This is an optimization exercise on Yosys and OpenROAD, whose aim is small area, a short achievable clock period and few clock cycles, not a production implementation. Function was checked by simulation only, so behaviour that the tests miss may differ from the original.

$ cat flow/config.mk
export PLATFORM = sky130hd
export DESIGN_NAME = cypress_core
export DESIGN_NICKNAME = cypress_core
export VERILOG_FILES = /design/flow/design.v
export SDC_FILE = /design/flow/constraint.sdc
export NUM_CORES = 4
export LEC_CHECK = 0
export CAP_MARGIN = 20
export CORE_MARGIN = 2
export CORE_UTILIZATION = 30
export SLEW_MARGIN = 20
$ cat flow/constraint.sdc
create_clock -name core_clock -period 20.0 [get_ports {clk}]
set_input_delay 4.0000 -clock core_clock [delete_from_list [all_inputs] [get_ports {clk}]]
set_output_delay 4.0000 -clock core_clock [all_outputs]
set_load 0.01 [all_outputs]
$ cat flow/design.v
module cypress_halfround (
    input  wire [127:0] s_in,    
    output wire [127:0] s_out
);
    wire [31:0] a0 = s_in[31:0];
    wire [31:0] b0 = s_in[63:32];
    wire [31:0] c0 = s_in[95:64];
    wire [31:0] d0 = s_in[127:96];
    wire [31:0] a1  = a0 + b0;
    wire [31:0] dx1 = d0 ^ a1;
    wire [31:0] d1  = {dx1[15:0], dx1[31:16]};    
    wire [31:0] c1  = c0 + d1;
    wire [31:0] bx1 = b0 ^ c1;
    wire [31:0] b1  = {bx1[19:0], bx1[31:20]};    
    wire [31:0] a2  = a1 + b1;
    wire [31:0] dx2 = d1 ^ a2;
    wire [31:0] d2  = {dx2[23:0], dx2[31:24]};    
    wire [31:0] c2  = c1 + d2;
    wire [31:0] bx2 = b1 ^ c2;
    wire [31:0] b2  = {bx2[24:0], bx2[31:25]};    
    assign s_out = {d2, c2, b2, a2};
endmodule
module cypress_core (
    input  wire         clk,
    input  wire         rst,
    input  wire         cmd_valid,
    output wire         cmd_ready,
    input  wire [1:0]   cmd_op,
    input  wire [255:0] cmd_data,
    output reg          rsp_valid,
    output reg          rsp_err,
    output reg  [255:0] rsp_data
);
    localparam NR = 10;
    localparam [2:0] S_IDLE  = 3'd0,
                     S_AUX   = 3'd1,    
                     S_KLOAD = 3'd2,    
                     S_KMIX  = 3'd3,    
                     S_BLK   = 3'd4;    
    reg  [2:0]   state;
    reg  [2:0]   hcnt;         
    reg  [3:0]   rnd;          
    reg          dec;          
    reg          rkv;          
    reg  [255:0] ring;         
    reg  [127:0] ak;           
    reg  [31:0]  tmv;          
    reg  [127:0] st;           
    reg  [127:0] rk [0:NR-1];  
    reg  [127:0] x;            
    reg  [127:0] y;            
    function automatic [127:0] add4(input [127:0] p, input [127:0] q);
        integer j;
        begin
            for (j = 0; j < 4; j = j + 1)
                add4[32*j +: 32] = p[32*j +: 32] + q[32*j +: 32];
        end
    endfunction
    wire [127:0] h;
    cypress_halfround u_hr (.s_in(st), .s_out(h));
    wire [127:0] kl   = ring[127:0];
    wire [127:0] kr   = ring[255:128];
    wire [127:0] kvec = add4(ak, {4{tmv}});
    wire [127:0] seed = rnd[0] ? ring[255:128] : ring[127:0];
    wire [3:0]   nidx = dec ? (NR - 2) - rnd : rnd + 4'd1;
    wire [127:0] xn   = h ^ y;
    wire         acc  = cmd_valid && (state == S_IDLE);
    assign cmd_ready = (state == S_IDLE);
    always @(posedge clk) begin
        if (rst) begin
            state     <= S_IDLE;
            rkv       <= 1'b0;
            rsp_valid <= 1'b0;
        end else begin
            rsp_valid <= 1'b0;
            case (state)
                S_IDLE: if (acc) begin
                    if (!cmd_op[1]) begin
                        ring  <= cmd_data;
                        st    <= cmd_data[127:0] ^ {32'd1, 96'd0};
                        hcnt  <= 3'd0;
                        rkv   <= 1'b0;
                        state <= S_AUX;
                    end else if (!rkv) begin
                        rsp_valid <= 1'b1;
                        rsp_err   <= 1'b1;
                        rsp_data  <= cmd_data;
                    end else begin
                        dec   <= cmd_op[0];
                        x     <= cmd_op[0] ? cmd_data[255:128] : cmd_data[127:0];
                        y     <= cmd_op[0] ? cmd_data[127:0]   : cmd_data[255:128];
                        st    <= cmd_op[0] ? (cmd_data[255:128] ^ rk[NR-1])
                                           : (cmd_data[127:0]   ^ rk[0]);
                        rnd   <= 4'd0;
                        hcnt  <= 3'd0;
                        state <= S_BLK;
                    end
                end
                S_AUX: begin
                    hcnt <= hcnt + 3'd1;
                    case (hcnt)
                        3'd1:    st <= add4(h, kr);
                        3'd3:    st <= h ^ kl;
                        3'd5: begin
                            ak    <= h;
                            tmv   <= 32'h000F000F;
                            rnd   <= 4'd0;
                            state <= S_KLOAD;
                        end
                        default: st <= h;
                    endcase
                end
                S_KLOAD: begin
                    st    <= add4(seed, kvec);
                    hcnt  <= 3'd0;
                    state <= S_KMIX;
                end
                S_KMIX: begin
                    hcnt <= hcnt + 3'd1;
                    case (hcnt)
                        3'd1:    st <= h ^ kvec;
                        3'd3: begin
                            rk[rnd] <= add4(h, kvec);
                            tmv     <= tmv << 1;
                            if (rnd[0])
                                ring <= {ring[223:0], ring[255:224]};
                            if (rnd == NR - 1) begin
                                rkv       <= 1'b1;
                                rsp_valid <= 1'b1;
                                rsp_err   <= 1'b0;
                                rsp_data  <= {128'd0, ak};
                                state     <= S_IDLE;
                            end else begin
                                rnd   <= rnd + 4'd1;
                                state <= S_KLOAD;
                            end
                        end
                        default: st <= h;
                    endcase
                end
                S_BLK: begin
                    hcnt <= hcnt + 3'd1;
                    if (hcnt[0] == 1'b0) begin
                        st <= h;
                    end else begin
                        x <= xn;
                        y <= x;
                        if (rnd == NR - 1) begin
                            rsp_valid <= 1'b1;
                            rsp_err   <= 1'b0;
                            rsp_data  <= dec ? {xn, x} : {x, xn};
                            state     <= S_IDLE;
                        end else begin
                            rnd <= rnd + 4'd1;
                            st  <= xn ^ rk[nidx];
                        end
                    end
                end
                default: state <= S_IDLE;
            endcase
        end
    end
endmodule
$ cat flow/run.sh
#!/bin/bash
# synth_recipe.tcl (not shown) runs the flow's synth.tcl, then flattens the netlist and writes it again
# the make line also repeats each setting of config.mk as NAME=value (left out here)
make -C /OpenROAD-flow-scripts/flow DESIGN_CONFIG=/design/flow/config.mk WORK_HOME=/design/flow/orfs CLKGATE_MAP_FILE= SYNTH_SCRIPT=/design/flow/synth_recipe.tcl finish
==> flow_summary_export.csv <==
group,metric,value,unit
outcome,outcome,"no timing/DRC/antenna violations",
route,met1_length,301000,µm
sta,unrepaired_setup_endpoints_after_global_routing,"no",
sta,clock-skew-final,0.0896,ns
clock_network,cts_tree,"built",
layout,fillers,47462,
place,gp_routability_congestion,1.04,
logic_synthesis,netlist_area_before_placement,0.143,mm²
logic_synthesis,synth_commonest_cells,"2345 x sky130_fd_sc_hd__edfxtp_1, 1898 x sky130_fd_sc_hd__nand2_1, 1138 x sky130_fd_sc_hd__o21ai_0",
route,ant_nets,0,
grt,first_global_vias,110600,
clock_network,tritoncts.num_buffers,282,
critical_path,worst_setup_path_end_kind,"flip-flop",
logic_synthesis,post_synthesis_sequential_area_ratio,49.2,%
clock_network,cts_post_setup_buffers_inserted,0,
route,total_number_of_vias,120250,
critical_path,critical-path-slowest-cell,"sky130_fd_sc_hd__xnor2_1",
logic_synthesis,avgSynthCellArea,10.9,µm²
floorplan,floorplan.die_area,0.484,mm²
logic_synthesis,netlist_top_cells_area,"sky130_fd_sc_hd__edfxtp_1 49%, sky130_fd_sc_hd__ha_1 5.5%, sky130_fd_sc_hd__nand2_1 5.0%, sky130_fd_sc_hd__mux4_2 4.0%, sky130_fd_sc_hd__o21ai_0 4.0%",
layout,area.growth.synth_to_final,16.8,%
route,viasPerCell,5.89,
sta,max_freq,52.8,MHz
route,remaining_drc_errors,0,
clock_network,post_cts_resize_count,0,
logic_synthesis,synth_cell_types,103,
sta,whs,0.573,ns
place,total_of_buffers_placed_on_input_and_output_ports,519,
critical_path,regToRegSetupSlack,1.05,ns
layout,multi_input_comb_area,0.0698,mm²
layout,reg_area,0.0705,mm²
logic_synthesis,synth_mux_area_share,7.63,%
place,dpl.hpwl,584000,µm
clock_network,clock_pin_slew_worst_setup_and_hold_paths,0.06,ns
sta,tightest_slew,1.26,ns
critical_path,reg2reg_depth,60,
logic_synthesis,basic_gate_share_of_the_synthesized_area_counting_and_or_nand_and_nor_cells,11.2,%
floorplan,start_util,30.2,%
logic_synthesis,synthCells,13192,
route,drtIter0Drc,16734,
critical_path,critical_path.max_stage_delay,0.75,ns
route,wl_met2,323000,µm
critical_path,critical_path_arrival,19.68,ns
logic_synthesis,synth-async-reset-ratio,0,%
min_path,timing.hold.worst.class,"reg -> reg",
clock_network,clk_path_buf_depth,4,
clock_network,cts-hold-fix-buffers,0,
logic_synthesis,synth_compound_area_share,16.7,%
min_path,hold_path_startpoint,"x[37]",
logic_synthesis,area_leader_netlist,"sky130_fd_sc_hd__edfxtp_1",
sta,timing_hold_violations_final,0,
critical_path,worst-path-max-fanout,10,
logic_synthesis,synth_top_flop_cell,"sky130_fd_sc_hd__edfxtp_1",
sta,relSlewSlack,15.5,%
layout,layout.nets,14636,
logic_synthesis,ys_ff_latch,2350,
logic_synthesis,synth_top_family_by_area,"compound AO/OA/AOI/OAI gates",
logic_synthesis,synth_xor_xnor_area_share,7.07,%
floorplan,floorplan.die.height,696,µm
sta,setup_total_negative_slack,0,ns
clock_network,numClockSinks,2350,
critical_path,worstReg2RegStart,"st[46]",
run,drv.max_cap_violation_count,0,
min_path,hold_depth,2,
critical_path,critical_path_class,"reg -> reg",
grt,grt_antenna_before_repair,117,
logic_synthesis,synth_top_cell_area_share,49.1,%
sta,setup_viol,0,
logic_synthesis,post_synth_adder_cell_area,5.78,%
logic_synthesis,synth_nets,14104,
logic_synthesis,synth_edf_count,2345,
layout,fraction_of_layout_cells_with_a_size_suffix_above_1,10.1,%
logic_synthesis,yosysMostFrequentCell,"sky130_fd_sc_hd__edfxtp_1",
route,detailedRoute.firstPassIterationCount,8,
route,met3_length,64600,µm
clock_network,worst_skew_pair.late_latency,1.04,ns
sta,maxSlewViolCount,0,
sta,final.period_utilization,94.8,%
critical_path,critPathMostFrequentCell,"sky130_fd_sc_hd__a21oi_1",
clock_network,root_buffer,"sky130_fd_sc_hd__clkbuf_16",
grt,grt_pass1_wl,989000,µm
logic_synthesis,yosys_warnings,1,
route,highest_layer,"met5",
critical_path,setup.worst_path.start_class,"flip-flop",
floorplan,rows,253,
min_path,timing.hold.worst_endpoint,"y[37]",
clock_network,cts_htree_levels,5,
grt,gr-usage-all-layers,29.9,%
floorplan,design.portCount,520,
route,drt_wl_total,749000,µm
route,wl_per_cell,36.7,µm
grt,grt.overflow.total,0,
floorplan,coreArea,0.475,mm²
sta,timing.final.crit_period,18.95,ns
grt,largest_net_degree_at_the_start_of_global_routing,150,
floorplan,die_width,696,µm
critical_path,destination_of_the_worst_register_to_register_timing_path,"rk[2][63]",
critical_path,required,20.73,ns
per-stage QoR:
step,instance area [µm²],setup slack [ns],utilization [%],std cells
after detailed placement,158000,1.19,33.2,19813
final,168000,1.05,35.2,20400
after CTS,167000,1.17,35.2,20320
after floorplan,143000,0.360,-,13192
after global routing,167000,0.636,35.2,20356
after global placement,158000,1.21,33.2,19811
state kept, by name, summed over array words and instances, names as in the netlist:
name,cells
ak,128
dec,1
hcnt,3
ring,256
rk,1280
rkv,1
rnd,4
rsp_data,256
rsp_err,1
rsp_valid,1
st,128
state,3
tmv,32
x,128
y,128
critical path, delay by kind of cell, from the launching register on:
| kind | cells | cell delay (ns) |
|---|---|---|
| DFF | 1 | 0.58 |
| xor gates and xnor gates | 7 | 2.68 |
| adders and majority gates | 6 | 2.47 |
| and+or+nand+nor | 11 | 2.50 |
| buffers and inverters | 7 | 1.40 |
| AOI/OAI and AO/OA | 29 | 9.00 |
worst max-delay path by stage:
| stage | start | to | slack (ns) | cells past startpoint |
|---|---|---|---|---|
| finish | st[46] | rk[2][63] | 1.05 | 60 |
| global route | st[46] | rk[2][63] | 0.64 | 60 |
| CTS | st[46] | rk[3][63] | 1.17 | 60 |
| detailed placement | st[46] | rk[0][63] | 1.19 | 60 |
| global placement | st[46] | rk[0][63] | 1.21 | 60 |
| floorplan | cmd_op[1] | x[0] | 0.36 | 7 |
placed cells by master, fill, tap and decap left out, types with 76 or more instances in the layout:
cell                              netlist  final
sky130_fd_sc_hd__nand2b_1             209    208
sky130_fd_sc_hd__o21bai_1              76     76
sky130_fd_sc_hd__ha_1                 631    629
sky130_fd_sc_hd__a21o_1               240    240
sky130_fd_sc_hd__xnor2_1              621    608
sky130_fd_sc_hd__clkbuf_16              0    288
sky130_fd_sc_hd__mux4_2               256    256
sky130_fd_sc_hd__mux2_2               129    129
sky130_fd_sc_hd__diode_2                0     78
sky130_fd_sc_hd__and3_1               100     99
sky130_fd_sc_hd__nor2b_1              266    264
sky130_fd_sc_hd__mux2i_1              372    372
sky130_fd_sc_hd__nor3_1               116    111
sky130_fd_sc_hd__buf_4                 12    417
sky130_fd_sc_hd__a22oi_1              163    163
sky130_fd_sc_hd__a221oi_1             222    221
sky130_fd_sc_hd__a31oi_1              230    228
sky130_fd_sc_hd__nand3_1              144    144
sky130_fd_sc_hd__nor2_1               636    625
sky130_fd_sc_hd__a21oi_1              839    836
sky130_fd_sc_hd__o21ai_0             1138   1135
sky130_fd_sc_hd__a211oi_1             263    263
sky130_fd_sc_hd__nand2_1             1898   1892
sky130_fd_sc_hd__inv_1                238    237
sky130_fd_sc_hd__o21a_1                94     94
sky130_fd_sc_hd__xor2_1               461    450
sky130_fd_sc_hd__clkdlybuf4s50_1        0    517
sky130_fd_sc_hd__edfxtp_1            2345   2345
final cells by class:
cell class	count	area share, %
antenna	78	0.117
clock buffer	326	4.39
clock inverter	181	1.23
inverter	240	0.547
multi-input combinational	9895	41.7
sequential	2350	42.1
tap	6375	4.76
timing repair buffer	955	5.21
per-layer routing:
metal / GRT usage, % / up-vias
met2: 44.6 / 6907
met1: 39.3 / 60999
li1: - / 50943
met4: 20.4 / 20
met5: 0 / -
met3: 5.43 / 1381
logic make-up (layout without fill, tap and decap cells):
family                   Yosys count  in the layout
AO/OA/AOI/OAI                   3770           3770
AND/OR/NAND/NOR                 3604           3604
flip-flops                      2350           2350
XOR/XNOR                        1113           1113
buffers and inverters            947           1702
multiplexers                     757            757
adder cells (fa/ha/maj)          651            651
other                              0             78
Testbench counts, summed over its fixed seeds: cycles 12,584.

-- re-timing with driven ports --
Ports are ideal in the flow. The routed layout listed here was re-timed in OpenROAD. Step 1: set_driving_cell puts a clkbuf_16 on clk and a buf_2 on each other input, an assumption about the parent block. Step 2 adds t to the input delays and takes it off the output delays; t is the mean of the earliest and latest rising clock arrival at the registers after step 1. Input paths then give back, and output paths get back, about the clock's delay inside the block. a / b / c = ideal / step 1 / step 2; a / b = the first two.
t, ns: 1.114
setup WS [ns]: 1.050 / 1.050 / 1.050
worst register clock-pin slew, ns: 0.08 / 0.08
worst data-port slew with drivers (ns): 0.28
pins driven straight from the clock port: 1
After both steps setup and hold are still met in this run. The setup slack of this run moves by 0.000 ns with the drivers and by 0.000 ns with both steps.
